This is an optimization exercise on Yosys and OpenROAD, whose aim is small area and a short achievable clock period, not a production implementation.
Function was checked by simulation only, so behaviour that the tests miss may differ from the original.

## flow/design.v (module list and top-level ports; edited modules follow where they fit)
// module infoled_frame_encoder: 21 lines
// module infoled_pattern_clock: 1478 lines
// module infoled_fa: 4 lines
// module infoled_ha: 4 lines
// module infoled_core: 148 lines
module infoled_core (
    input  wire        clk,
    input  wire        rst,
    input  wire [31:0] now_us,
    input  wire        cmd_valid,
    input  wire [18:0] cmd_word,
    input  wire [5:0]  sym_rd_addr,
    output wire        out_symbol_value,
    output wire [7:0]  out_brightness,
    output wire        out_flatten,
    output wire [7:0]  ri_brightness,
    output wire        ri_calib_active,
    output wire [3:0]  ri_calib_index,
    output wire        ri_frame_active,
    output wire [5:0]  ri_frame_index,
    output wire [1:0]  checksum,
    output wire [15:0] payload_q,
    output wire [31:0] epoch_q,
    output wire [4:0]  status,
    output wire        sym_rd_data,
    output wire        sym_rd_valid
);
  // ...
==> flow/flow/run.sh <==
#!/bin/bash
set -euo pipefail
export BUFFER_PORTS_ARGS="-buffer_cell sky130_fd_sc_hd__buf_1"
bash standard.sh finish > standard_flow.log 2>&1
==> flow/standard.sh <==
#!/bin/bash
# synth_recipe.tcl (not shown) runs the flow's synth.tcl, then flattens the netlist and writes it again
# the make line also repeats each setting of config.mk as NAME=value (left out here)
make -C /OpenROAD-flow-scripts/flow DESIGN_CONFIG=/design/flow/config.mk WORK_HOME=/design/flow/orfs CLKGATE_MAP_FILE= SYNTH_SCRIPT=/design/flow/synth_recipe.tcl "${@:-finish}"
==> flow/config.mk <==
export PLATFORM = sky130hd
export DESIGN_NAME = infoled_core
export DESIGN_NICKNAME = infoled_core
export VERILOG_FILES = /design/flow/design.v
export SDC_FILE = /design/flow/constraint.sdc
export NUM_CORES = 4
export LEC_CHECK = 0
export ABC_AREA = 1
export CAP_MARGIN = 20
export CORE_MARGIN = 2
export CORE_UTILIZATION = 55
export SLEW_MARGIN = 20
==> flow/constraint.sdc <==
create_clock -name core_clock -period 200.0 [get_ports {clk}]
set_input_delay 40.0000 -clock core_clock [delete_from_list [all_inputs] [get_ports {clk}]]
set_output_delay 40.0000 -clock core_clock [all_outputs]
set_load 0.01 [all_outputs]
==> results.cfg, run 1 <==
[status]
result_of_the_run = complete, no violations

[worst_setup_path]
setup.worst_path.end_class = primary output
critical_path.reg2reg.endpoint = payload[13]
crit_slowest_cell = fa_1

[clock_network]
clock_tree_from_tritoncts = yes
max-clock-path-buffers = 2

[floorplanning]
die-area_sq_um = 25700

[placement]
placed_cells_incl_taps = 2081
last_weighted_congestion_value_of_the_routability_driven_placer = 0.907

[layout]
final_design_utilization_pct = 59.8
num-multi-input-gates = 1091
top_register = epoch

[min_path]
min_from = err_illegal

[drt]
met2WireLength_mm = 15.5
via_cell_ratio = 5.13

[sta]
postLayoutSetupSlackWorst_ns = 79.39

[logic_synthesis]
synthFlopType = dfxtp_1
synthAdderAreaFrac_pct = 49.3
netlist_top_cells_area = fa_1 43%, inv_1 13%, dfxtp_1 7.9%
yosys.cell_count.top_type = inv_1
synth-xor-area-share_pct = 4.10

[global_routing]
grtUsageMet1_pct = 39.7

[job]
drv_cap = 0
==> module infoled_core, before the edit <==
module infoled_core (
    input  wire        clk,
    input  wire        rst,
    input  wire [31:0] now_us,
    input  wire        cmd_valid,
    input  wire [18:0] cmd_word,
    input  wire [5:0]  sym_rd_addr,
    output wire        out_symbol_value,
    output wire [7:0]  out_brightness,
    output wire        out_flatten,
    output wire [7:0]  ri_brightness,
    output wire        ri_calib_active,
    output wire [3:0]  ri_calib_index,
    output wire        ri_frame_active,
    output wire [5:0]  ri_frame_index,
    output wire [1:0]  checksum,
    output wire [15:0] payload_q,
    output wire [31:0] epoch_q,
    output wire [4:0]  status,
    output wire        sym_rd_data,
    output wire        sym_rd_valid
);
    reg [15:0] payload;
    reg [1:0]  pattern;
    reg        en;
    reg [31:0] epoch;
    reg        err_busy;
    reg        err_illegal;
    wire [2:0]  op   = cmd_word[18:16];
    wire [15:0] data = cmd_word[15:0];
    always @(posedge clk) begin
        if (rst) begin
            payload     <= 16'h0000;
            pattern     <= 2'b00;
            en          <= 1'b0;
            epoch       <= 32'd0;
            err_busy    <= 1'b0;
            err_illegal <= 1'b0;
        end else if (cmd_valid) begin
            case (op)
                3'd0: ;
                3'd1: begin
                    if (!en) payload  <= data;
                    else     err_busy <= 1'b1;
                end
                3'd2: begin
                    if (!en) pattern  <= data[1:0];
                    else     err_busy <= 1'b1;
                end
                3'd3: begin
                    en    <= 1'b1;
                    epoch <= now_us;
                end
                3'd4: en <= 1'b0;
                3'd5: begin
                    err_busy    <= 1'b0;
                    err_illegal <= 1'b0;
                end
                default: err_illegal <= 1'b1;
            endcase
        end
    end
    wire [45:0] frame;
    infoled_frame_encoder u_enc (
        .payload  (payload),
        .checksum (checksum),
        .frame    (frame)
    );
    function frame_bit;
        input [5:0]  j;
        input [15:0] pl;
        input [1:0]  ck;
        reg ev, fl;
        begin
            fl = 1'b1;
            case (j[5:1])
                5'd0: ev = 1'b0;
                5'd1: ev = 1'b1;
                5'd2: begin ev = 1'b1; fl = 1'b0; end
                5'd3: begin ev = 1'b0; fl = 1'b0; end
                5'd4: ev = 1'b1;
                5'd5: ev = ck[0];
                5'd6: ev = ck[1];
                5'd7:  ev = pl[0];
                5'd8:  ev = pl[1];
                5'd9:  ev = pl[2];
                5'd10: ev = pl[3];
                5'd11: ev = pl[4];
                5'd12: ev = pl[5];
                5'd13: ev = pl[6];
                5'd14: ev = pl[7];
                5'd15: ev = pl[8];
                5'd16: ev = pl[9];
                5'd17: ev = pl[10];
                5'd18: ev = pl[11];
                5'd19: ev = pl[12];
                5'd20: ev = pl[13];
                5'd21: ev = pl[14];
                default: ev = pl[15];
            endcase
            frame_bit = ev ^ (j[0] & fl);
        end
    endfunction
    wire       on1, h, inb, cal;
    wire [7:0] q;
    wire [5:0] fi, idx0;
    wire [6:0] br;
    infoled_pattern_clock u_clk (
        .now_us  (now_us),
        .epoch   (epoch),
        .pattern (pattern),
        .on1     (on1),
        .h       (h),
        .inb     (inb),
        .cal     (cal),
        .q       (q),
        .fi      (fi),
        .idx0    (idx0),
        .br      (br)
    );
    wire p0 = (pattern == 2'b00);
    reg [7:0] tick_brightness;
    always @* begin
        case (pattern)
            2'b00:   tick_brightness = 8'hff;
            2'b01:   tick_brightness = {8{on1}};
            2'b10:   tick_brightness = {8{~h}};
            default: tick_brightness = {1'b0, br};
        endcase
    end
    wire       tick_ca   = ~p0 & inb & cal;
    wire       tick_fa   = p0 | (inb & ~cal);
    wire [5:0] tick_fidx = p0 ? idx0 : fi;
    wire       fsym      = frame_bit(tick_fidx, payload, checksum);
    assign ri_brightness   = en ? tick_brightness : 8'd0;
    assign ri_calib_active = en & tick_ca;
    assign ri_calib_index  = (en & tick_ca) ? q[3:0] : 4'd0;
    assign ri_frame_active = en & tick_fa;
    assign ri_frame_index  = (en & tick_fa) ? tick_fidx : 6'd0;
    assign out_symbol_value = en & (tick_ca ? q[0] : tick_fa & fsym);
    assign out_brightness   = ri_brightness;
    assign out_flatten      = ~(ri_calib_active | ri_frame_active);
    assign sym_rd_valid = (sym_rd_addr < 6'd46);
    assign sym_rd_data  = sym_rd_valid & frame_bit(sym_rd_addr, payload, checksum);
    assign payload_q = payload;
    assign epoch_q   = epoch;
    assign status    = {pattern, err_illegal, err_busy, en};
endmodule
==> run 2, diff against run 1 <==
--- a/flow/design.v
+++ b/flow/design.v
@@ -19,19 +19,113 @@
         end
     endgenerate
 endmodule
-module infoled_pattern_clock (
+module infoled_fa (input wire a, input wire b, input wire c, output wire s, output wire co);
+    assign s  = a ^ b ^ c;
+    assign co = (a & b) | (a & c) | (b & c);
+endmodule
+module infoled_ha (input wire a, input wire b, output wire s, output wire co);
+    assign s  = a ^ b;
+    assign co = a & b;
+endmodule
+module infoled_core (
+    input  wire        clk,
+    input  wire        rst,
     input  wire [31:0] now_us,
-    input  wire [31:0] epoch,
-    input  wire [1:0]  pattern,
-    output wire        on1,
-    output wire        h,
-    output wire        inb,
-    output wire        cal,
-    output wire [7:0]  q,
-    output wire [5:0]  fi,
-    output wire [5:0]  idx0,
-    output wire [6:0]  br
+    input  wire        cmd_valid,
+    input  wire [18:0] cmd_word,
+    input  wire [5:0]  sym_rd_addr,
+    output wire        out_symbol_value,
+    output wire [7:0]  out_brightness,
+    output wire        out_flatten,
+    output wire [7:0]  ri_brightness,
+    output wire        ri_calib_active,
+    output wire [3:0]  ri_calib_index,
+    output wire        ri_frame_active,
+    output wire [5:0]  ri_frame_index,
+    output wire [1:0]  checksum,
+    output wire [15:0] payload_q,
+    output wire [31:0] epoch_q,
+    output wire [4:0]  status,
+    output wire        sym_rd_data,
+    output wire        sym_rd_valid
 );
+    reg [15:0] payload;
+    reg [1:0]  pattern;
+    reg        en;
+    reg [31:0] epoch;
+    reg        err_busy;
+    reg        err_illegal;
+    wire [2:0]  op   = cmd_word[18:16];
+    wire [15:0] data = cmd_word[15:0];
+    always @(posedge clk) begin
+        if (rst) begin
+            payload     <= 16'h0000;
+            pattern     <= 2'b00;
+            en          <= 1'b0;
+            epoch       <= 32'd0;
+            err_busy    <= 1'b0;
+            err_illegal <= 1'b0;
+        end else if (cmd_valid) begin
+            case (op)
+                3'd0: ;
+                3'd1: begin
+                    if (!en) payload  <= data;
+                    else     err_busy <= 1'b1;
+                end
+                3'd2: begin
+                    if (!en) pattern  <= data[1:0];
+                    else     err_busy <= 1'b1;
+                end
+                3'd3: begin
+                    en    <= 1'b1;
+                    epoch <= now_us;
+                end
+                3'd4: en <= 1'b0;
+                3'd5: begin
+                    err_busy    <= 1'b0;
+                    err_illegal <= 1'b0;
+                end
+                default: err_illegal <= 1'b1;
+            endcase
+        end
+    end
+    assign checksum = payload[1:0]   ^ payload[3:2]   ^ payload[5:4]   ^ payload[7:6]
+                    ^ payload[9:8]   ^ payload[11:10] ^ payload[13:12] ^ payload[15:14];
+    function frame_bit;
+        input [5:0]  j;
+        input [15:0] pl;
+        input [1:0]  ck;
+        reg ev, fl;
+        begin
+            fl = 1'b1;
+            case (j[5:1])
+                5'd0: ev = 1'b0;
+                5'd1: ev = 1'b1;
+                5'd2: begin ev = 1'b1; fl = 1'b0; end
+                5'd3: begin ev = 1'b0; fl = 1'b0; end
+                5'd4: ev = 1'b1;
+                5'd5: ev = ck[0];
+                5'd6: ev = ck[1];
+                5'd7:  ev = pl[0];
+                5'd8:  ev = pl[1];
+                5'd9:  ev = pl[2];
+                5'd10: ev = pl[3];
+                5'd11: ev = pl[4];
+                5'd12: ev = pl[5];
+                5'd13: ev = pl[6];
+                5'd14: ev = pl[7];
+                5'd15: ev = pl[8];
+                5'd16: ev = pl[9];
+                5'd17: ev = pl[10];
+                5'd18: ev = pl[11];
+                5'd19: ev = pl[12];
+                5'd20: ev = pl[13];
+                5'd21: ev = pl[14];
+                default: ev = pl[15];
+            endcase
+            frame_bit = ev ^ (j[0] & fl);
+        end
+    endfunction
     wire n0 = ~epoch[0];
     wire n1 = ~epoch[1];
     wire n2 = ~epoch[2];
@@ -1488,143 +1582,14 @@
     infoled_ha u1452 (.a(n1162), .b(n1451), .s(n1452), .co(n1453));
     wire n1454, n1455;
     infoled_ha u1454 (.a(n1164), .b(n1453), .s(n1454), .co(n1455));
-    assign on1 = n537;
-    assign h = n472;
-    assign inb = n1125;
-    assign cal = n1116;
-    assign q = {n1030, n1027, n1024, n1021, n1018, n1015, n1013, n1011};
-    assign fi = {n1120, n1119, n1118, n1117, n1033, n1011};
-    assign idx0 = {n1104, n1101, n1099, n1096, n1093, n1011};
-    assign br = {n1454, n1452, n1450, n1448, n1446, n1444, n1442};
-endmodule
-module infoled_fa (input wire a, input wire b, input wire c, output wire s, output wire co);
-    assign s  = a ^ b ^ c;
-    assign co = (a & b) | (a & c) | (b & c);
-endmodule
-module infoled_ha (input wire a, input wire b, output wire s, output wire co);
-    assign s  = a ^ b;
-    assign co = a & b;
-endmodule
-module infoled_core (
-    input  wire        clk,
-    input  wire        rst,
-    input  wire [31:0] now_us,
-    input  wire        cmd_valid,
-    input  wire [18:0] cmd_word,
-    input  wire [5:0]  sym_rd_addr,
-    output wire        out_symbol_value,
-    output wire [7:0]  out_brightness,
-    output wire        out_flatten,
-    output wire [7:0]  ri_brightness,
-    output wire        ri_calib_active,
-    output wire [3:0]  ri_calib_index,
-    output wire        ri_frame_active,
-    output wire [5:0]  ri_frame_index,
-    output wire [1:0]  checksum,
-    output wire [15:0] payload_q,
-    output wire [31:0] epoch_q,
-    output wire [4:0]  status,
-    output wire        sym_rd_data,
-    output wire        sym_rd_valid
-);
-    reg [15:0] payload;
-    reg [1:0]  pattern;
-    reg        en;
-    reg [31:0] epoch;
-    reg        err_busy;
-    reg        err_illegal;
-    wire [2:0]  op   = cmd_word[18:16];
-    wire [15:0] data = cmd_word[15:0];
-    always @(posedge clk) begin
-        if (rst) begin
-            payload     <= 16'h0000;
-            pattern     <= 2'b00;
-            en          <= 1'b0;
-            epoch       <= 32'd0;
-            err_busy    <= 1'b0;
-            err_illegal <= 1'b0;
-        end else if (cmd_valid) begin
-            case (op)
-                3'd0: ;
-                3'd1: begin
-                    if (!en) payload  <= data;
-                    else     err_busy <= 1'b1;
-                end
-                3'd2: begin
-                    if (!en) pattern  <= data[1:0];
-                    else     err_busy <= 1'b1;
-                end
-                3'd3: begin
-                    en    <= 1'b1;
-                    epoch <= now_us;
-                end
-                3'd4: en <= 1'b0;
-                3'd5: begin
-                    err_busy    <= 1'b0;
-                    err_illegal <= 1'b0;
-                end
-                default: err_illegal <= 1'b1;
-            endcase
-        end
-    end
-    wire [45:0] frame;
-    infoled_frame_encoder u_enc (
-        .payload  (payload),
-        .checksum (checksum),
-        .frame    (frame)
-    );
-    function frame_bit;
-        input [5:0]  j;
-        input [15:0] pl;
-        input [1:0]  ck;
-        reg ev, fl;
-        begin
-            fl = 1'b1;
-            case (j[5:1])
-                5'd0: ev = 1'b0;
-                5'd1: ev = 1'b1;
-                5'd2: begin ev = 1'b1; fl = 1'b0; end
-                5'd3: begin ev = 1'b0; fl = 1'b0; end
-                5'd4: ev = 1'b1;
-                5'd5: ev = ck[0];
-                5'd6: ev = ck[1];
-                5'd7:  ev = pl[0];
-                5'd8:  ev = pl[1];
-                5'd9:  ev = pl[2];
-                5'd10: ev = pl[3];
-                5'd11: ev = pl[4];
-                5'd12: ev = pl[5];
-                5'd13: ev = pl[6];
-                5'd14: ev = pl[7];
-                5'd15: ev = pl[8];
-                5'd16: ev = pl[9];
-                5'd17: ev = pl[10];
-                5'd18: ev = pl[11];
-                5'd19: ev = pl[12];
-                5'd20: ev = pl[13];
-                5'd21: ev = pl[14];
-                default: ev = pl[15];
-            endcase
-            frame_bit = ev ^ (j[0] & fl);
-        end
-    endfunction
-    wire       on1, h, inb, cal;
-    wire [7:0] q;
-    wire [5:0] fi, idx0;
-    wire [6:0] br;
-    infoled_pattern_clock u_clk (
-        .now_us  (now_us),
-        .epoch   (epoch),
-        .pattern (pattern),
-        .on1     (on1),
-        .h       (h),
-        .inb     (inb),
-        .cal     (cal),
-        .q       (q),
-        .fi      (fi),
-        .idx0    (idx0),
-        .br      (br)
-    );
+    wire on1 = n537;
+    wire h = n472;
+    wire inb = n1125;
+    wire cal = n1116;
+    wire [7:0] q = {n1030, n1027, n1024, n1021, n1018, n1015, n1013, n1011};
+    wire [5:0] fi = {n1120, n1119, n1118, n1117, n1033, n1011};
+    wire [5:0] idx0 = {n1104, n1101, n1099, n1096, n1093, n1011};
+    wire [6:0] br = {n1454, n1452, n1450, n1448, n1446, n1444, n1442};
     wire p0 = (pattern == 2'b00);
     reg [7:0] tick_brightness;
     always @* begin
--- a/flow/config.mk
+++ b/flow/config.mk
@@ -10,3 +10,5 @@
 export CORE_MARGIN = 2
 export CORE_UTILIZATION = 55
 export SLEW_MARGIN = 20
+export SYNTH_HIERARCHICAL = 1
+export SYNTH_MINIMUM_KEEP_SIZE = 0
==> results.cfg, run 2 <==
[sta]
final-hold-violation-count = 0
grt_setup_unrepaired = false
totalNegativeSetupSlack_ns = 0
setup_viol = 0
max_clock_freq_ghz = 0.00815
finalMaxSlewViolations = 0
layout_worst_path_cycle_share_pct = 61.4
worst_clock_skew_ns = 0.00366
timing.slew.headroom_pct = 35.1
layout_min_cycle_time_ns = 122.72
worst-slew-pin-transition_ns = 0.963

[global_routing]
antenna_found_initial = 0
vias_in_the_first_global_route = 10100
grt_use_total_pct = 26.3
grt_overflow = 0
grt_start_max_net_pins = 64
grt_pass1_wl_mm = 50.4

[drt]
maxUsedRoutingLayer = met4
drc_errors = 0
drt.antenna.violating_nets = 0
via_cell_ratio = 5.36
via_count = 9760
m1WireLength_mm = 14.0
dr.pass1.iters = 5
met3WireLength_mm = 1.62
wl_per_cell_microns = 16.8
drt_first_iter_violations = 465
drt_wl_total_mm = 30.6
met2WireLength_mm = 14.3

[floorplanning]
core.rowCount = 55
placeable_area_sq_um = 22700
initial_core_util_pct = 56.3
design.portCount = 147
die_h_microns = 156
die_w_microns = 156
die-area_sq_um = 24500

[logic_synthesis]
synth-edff-count = 0
netlist_top_cells_area = fa_1 47%, dfxtp_1 8.3%, ha_1 7.1%
yosysWarningCount = 7
syn_area_per_cell_sq_um = 9.03
synth_area_leader_cell = fa_1
syn-num-nets = 1847
synth_top_area_share_pct = 46.9
yosys.cell_types.count = 51
synthesis.area_sq_um = 12800
yosys.cell_count.top_type = fa_1
synth_seq_cells = 53
synth-async-reset-ratio_pct = 0
synthFlopType = dfxtp_1
synth_common_cells = 299 x fa_1, 196 x inv_1, 194 x nand2_1, 138 x nor2_1, 84 x o21ai_0
synth_seq_area_share_pct = 8.31
syn_inst_count = 1415

[layout]
final_cell_mix = 299 x fa_1, 196 x inv_1, 194 x nand2_1
num-nets-final = 1968
layoutNonFillerInstCount = 1822
final_design_utilization_pct = 60.2
drive_gt1_share_pct = 5.92
largest_reg_flops = 32
top_register = epoch
n_antenna_cell = 0
layout-area-overhead-vs-synth_pct = 7.00
layout.cells.most_common = fa_1
reg_top3 = epoch (32), payload (16), pattern (2)

[clock_network]
max-clock-path-buffers = 2
post-cts-setup-buffers = 0
clock_tree_from_tritoncts = yes
postCtsResizedCells = 0
postCtsHoldBufs = 0
cts.clk_slew.worst_paths_ns = 0.08
clock_tree.root_cell = clkbuf_16
clock_tree.htree_level_count = 2
clk_latency_ns = 0.30
clock_sinks = 53
cts-buffers-inserted = 5

[worst_setup_path]
cp-start-kind = primary input
slowest_delay_ns = 0.72
critical_path_data_arrival_time_ns = 82.72
critical_path.reg2reg.endpoint = payload[2]
regToRegSetupSlack_ns = 198.27
critical_path_peak_fanout = 38
critical_path.reg2reg.startpoint = en
reg2regPathDepth = 5
crit_slowest_cell = fa_1
crit_path_kind = primary input to primary output
timing.critical_path.mode_cell = fa_1
worst-endpoint-required_ns = 160.00
setup.worst_path.end_class = primary output

[placement]
last_weighted_congestion_value_of_the_routability_driven_placer = 0.897
placed_cells_incl_taps = 1814
hpwlAfterDp_mm = 26.7
port-buffer-count = 146

[min_path]
min_from = err_illegal
hp-class = register to register
worst_hold_path_cells = 2
worstHoldEndpoint = err_illegal

[status]
result_of_the_run = complete, no violations

[job]
drv_cap = 0
==> run 2: changes by cell type after synthesis, moves of 12 or more <==
cell     before  now
nand2_2      19   34
nand3_1      51   64
nor2_1      112  138
inv_1       457  196
nand2_1     210  194
fa_1        287  299
==> run 2: worst max-delay path by stage <==
stage	slack [ns]	start	to
global placement	77.97	now_us[0]	out_symbol_value
finish	77.28	now_us[0]	out_symbol_value
detailed placement	77.27	now_us[0]	out_symbol_value
floorplan	79.05	now_us[0]	out_symbol_value
global route	74.14	now_us[0]	out_symbol_value
CTS	77.22	now_us[0]	out_symbol_value
==> run 2: Yosys stat by module, one instance, submodules excluded <==
module	times used	cell area (sq um)	cells
infoled_ha	50	12.5	1
infoled_fa	299	20.0	1
infoled_core	1	6160	1066
==> run 2: final cells by class <==
type,instances,area [sq um]
Multi-Input combinational cell,1113,10700
Inverter,206,773
Tap cell,285,357
Clock inverter,3,26.3
Sequential cell,53,1060
Fill cell,2070,9040
Clock buffer,5,125
Timing Repair Buffer,157,631
==> run 2: per-layer routing <==
| metal | GRT usage, % | vias to the layer above |
|---|---|---|
| met1 | 37.2 | 4741 |
| met4 | 6.07 | 0 |
| met2 | 43.8 | 267 |
| met3 | 3.32 | 39 |
| met5 | 0 | - |
| li1 | - | 4713 |
==> run 2: kinds of logic after synthesis <==
kind of cell               synth area share, %
muxes                                    0.313
DFF                                       8.31
buffers and inverters                     7.96
and+or+nand+nor                           17.5
adders and majority gates                 54.0
xor gates and xnor gates                  3.49
AOI/OAI and AO/OA                         8.40
==> run 2: through the flow <==
step / area, sq um / worst slack (ns) / hold WS [ns]
global route: 13700 / 74.14 / 0.477
CTS: 13700 / 77.22 / 0.453
floorplan: 12800 / 79.05 / 0.425
global placement: 13500 / 77.97 / 0.439
detailed placement: 13500 / 77.27 / 0.442
finish: 13700 / 77.28 / 0.450
==> run 2: critical path: cells and delay by family <==
kind | cells | cell delay, ns
AOI/OAI and AO/OA | 8 | 2.02
adders and majority gates | 84 | 30.82
buffers and inverters | 17 | 2.39
and+or+nand+nor | 56 | 6.16
xor gates and xnor gates | 5 | 1.29

[port drivers added, routing unchanged]
In the flow no input, the clock included, has a driving cell. The finished layouts below were timed again as built, in two steps.
Step 1 assumes that a clkbuf_16 drives the clock port and a buf_2 every other input.
Step 2 moves the port delays by t, midway between the first and last clock arrival at a register: inputs arrive t later, outputs are due t later. That takes back most of the time a late clock gives input paths.
Slacks: no drivers / after step 1 / after step 2; pairs: no drivers / after step 1.
run | t, ns | setup slack, ns | worst setup path after step 2 | worst register clock-pin slew, ns
run 1 | 0.332 | 79.388 / 79.367 / 79.367 | input to output | 0.07 / 0.07
run 2 | 0.336 | 77.284 / 77.263 / 77.263 | input to output | 0.08 / 0.08
After both steps setup and hold are still met in every run listed.
